What follows belongs to an exercise in optimizing a design on an open flow for small area, a short achievable clock period and few clock cycles; a production flow would make more cautious choices. The RTL was checked by simulation tests, not by an equivalence proof against the original design. Power and IR drop assume default switching activity.

// tsc2046_cfp
module tsc2046_cfp (
    input  wire        clk,
    input  wire        rst,
    input  wire        cmd_valid,
    output wire        cmd_ready,
    input  wire [31:0] cmd,
    input  wire [31:0] din0,
    input  wire [31:0] din1,
    input  wire [31:0] din2,
    input  wire [31:0] din3,
    output reg         done,
    output wire [7:0]  status,
    output wire [31:0] dout0,
    output wire [31:0] dout1,
    output wire [31:0] dout2,
    output wire [31:0] dout3,
    output reg         bus_cs,
    output reg         bus_req,
    output reg  [7:0]  bus_cb,
    output reg         bus_mode,
    input  wire        bus_rsp,
    input  wire        bus_err,
    input  wire [31:0] bus_rdata
);
For scale: ~4200 cells after synthesis, roughly 370 flip-flops, about 350 I/O pins, ~0.035 mm2 of cells after synthesis.
export LEC_CHECK = 0
export CAP_MARGIN = 20
export CORE_MARGIN = 2
export CORE_UTILIZATION = 40
export SLEW_MARGIN = 20
create_clock -name core_clock -period 18.0 [get_ports {clk}]
standard.sh (not shown) runs the stock make flow with config.mk's settings and CLKGATE_MAP_FILE= SYNTH_SCRIPT=/design/flow/synth_recipe.tcl, a recipe that flattens the netlist after the stock synthesis.
==> flow/flow/run.sh <==
#!/bin/bash
set -euo pipefail
bash standard.sh SETUP_SLACK_MARGIN=12.0 \
    "BUFFER_PORTS_ARGS=-buffer_cell sky130_fd_sc_hd__buf_2" \
    finish > make_finish.log 2>&1
Testbench counts at the start, summed over its fixed seeds: cycles 12,588.
Then changed:
--- a/flow/flow/run.sh
+++ b/flow/flow/run.sh
@@ -3 +3 @@
-bash standard.sh SETUP_SLACK_MARGIN=12.0 \
+bash standard.sh SETUP_SLACK_MARGIN=12.0 CORE_UTILIZATION=55 PLACE_DENSITY=0.70 \
Clock-buffer cell count goes down by 1.
Synthesized area is unchanged.
Global-route usage rises by 9.6 points.
Sequential share of layout area increases by 0.11 points.
Routed wire length falls by a few percent.
Worst setup slack degrades by 0.037 ns.
Design area came out lower slightly.


## job 1733
tsc2046_cfp again, from the RTL that the note above started with.
Settings: LEC_CHECK=0, CAP_MARGIN=20, CORE_MARGIN=2, CORE_UTILIZATION=40, SLEW_MARGIN=20; clock period 18.0 ns.
==> flow/flow/run.sh <==
#!/bin/bash
set -euo pipefail
bash standard.sh SETUP_SLACK_MARGIN=12.0 \
    "BUFFER_PORTS_ARGS=-buffer_cell sky130_fd_sc_hd__buf_2" \
    "CTS_BUF_LIST=sky130_fd_sc_hd__clkbuf_4" \
    finish > make_finish.log 2>&1
Job 1733 finished every stage and its layout cleared the timing, design-rule and antenna checks.
Testbench counts of job 1733, summed over its fixed seeds: cycles 12,588.
[inputs] job 1012 vs job 1733
==> flow/flow/run.sh <==
#!/bin/bash
set -euo pipefail
bash standard.sh SETUP_SLACK_MARGIN=12.0 \
    "BUFFER_PORTS_ARGS=-buffer_cell sky130_fd_sc_hd__buf_2" \
    "CTS_BUF_LIST=sky130_fd_sc_hd__clkbuf_8" \
    finish > make_finish.log 2>&1
Results
- Comparing job 1012 with job 1733, the multi-input combinational area share came out essentially unchanged.
- In the final reports, the cell area of job 1012 is larger than that of job 1733.
- On smallest setup slack after layout: between job 1012 and job 1733, it ends up lower for job 1012.
- The detailed route wirelength on metal2 number comes out lower for job 1733 vs job 1012.
Inputs modified between job 1012 and job 8973:
==> flow/flow/run.sh <==
#!/bin/bash
set -euo pipefail
bash standard.sh SETUP_SLACK_MARGIN=12.0 \
    "BUFFER_PORTS_ARGS=-buffer_cell sky130_fd_sc_hd__buf_1" \
    "CTS_BUF_LIST=sky130_fd_sc_hd__clkbuf_8" \
    finish > make_finish.log 2>&1
--- outcome ---
- Summary — number of buffers other than clock buffers in the final layout, job 8973 relative to job 1012: higher, by 0.84%.
- Of job 1012 and job 8973, the higher met1 routing resource usage after global routing belongs to job 8973.
- For final weighted congestion of routability-driven global placement, job 8973 and job 1012 come out practically identical.
- When job 8973 is measured against job 1012, its worst setup margin turns out 95 ps lower.
- Diff job 1012 -> job 8973 | switching power share of the total | increase of 0.41 points
- When job 8973 is set beside job 1012, its layout buffering overhead excluding clock cells turns out to be 0.68 points smaller.
Here is what was changed in the inputs of job 7037 compared with job 8973.
==> flow/flow/run.sh <==
#!/bin/bash
set -euo pipefail
bash standard.sh SETUP_SLACK_MARGIN=12.0 TNS_END_PERCENT=30 \
    "BUFFER_PORTS_ARGS=-buffer_cell sky130_fd_sc_hd__buf_2" \
    finish > make_finish.log 2>&1
==> notes.md <==
The fraction of area in registers in job 7037 was lower than what job 8973 gave. Worst setup skew after layout: job 7037 vs job 8973 up 9.6 ps. Delta (job 7037 minus job 8973): number of DRC markers after the initial detailed-route iteration saw an increase, total length of routed wires moved up, maximum fanout count along the critical path now smaller, combinational power saw an increase, total routing usage reported by global routing level. Number of non-filler instances in the completed layout delta for job 7037 relative to job 8973: 47 lower. Compared to job 8973, job 7037 has global-route met1 utilization 0.75 points higher. Fmax: job 7037 worse than job 8973.

-- what the ideal ports hide --
No port has a modelled driver above. Below, the same layouts with a new extraction and two added sets of constraints.
Step 1 sets driving cells, clkbuf_16 on the clock port and buf_2 on the other inputs (assumed; they add their load-dependent delay and slew).
Step 2 also shifts input and output timing later by t, the mid clock arrival at the registers, as if the neighbouring blocks saw the same clock.
Three values: no drivers, after step 1, after step 2; two values: the first two.
run	t (ns)	slack for setup (ns)	worst setup path at the end	worst register clock-pin slew, ns	pins driven straight from the clock port
the first run of note 1	0.658	12.072 / 12.075 / 11.417	input to register	0.07 / 0.07	1
the second run of note 1	0.675	12.035 / 12.078 / 11.404	input to register	0.07 / 0.07	1
job 1733	1.007	12.112 / 12.156 / 11.149	input to register	0.08 / 0.08	1
job 1012	0.766	12.102 / 12.151 / 11.385	input to register	0.07 / 0.07	1
job 8973	0.750	12.007 / 12.042 / 11.292	input to register	0.08 / 0.08	1
job 7037	0.672	11.914 / 11.957 / 11.285	input to register	0.07 / 0.07	1
After both steps setup and hold are still met in every run listed. The setup slack of job 1733, which loses most, moves by +0.044 ns with the drivers and by -0.963 ns with both steps.
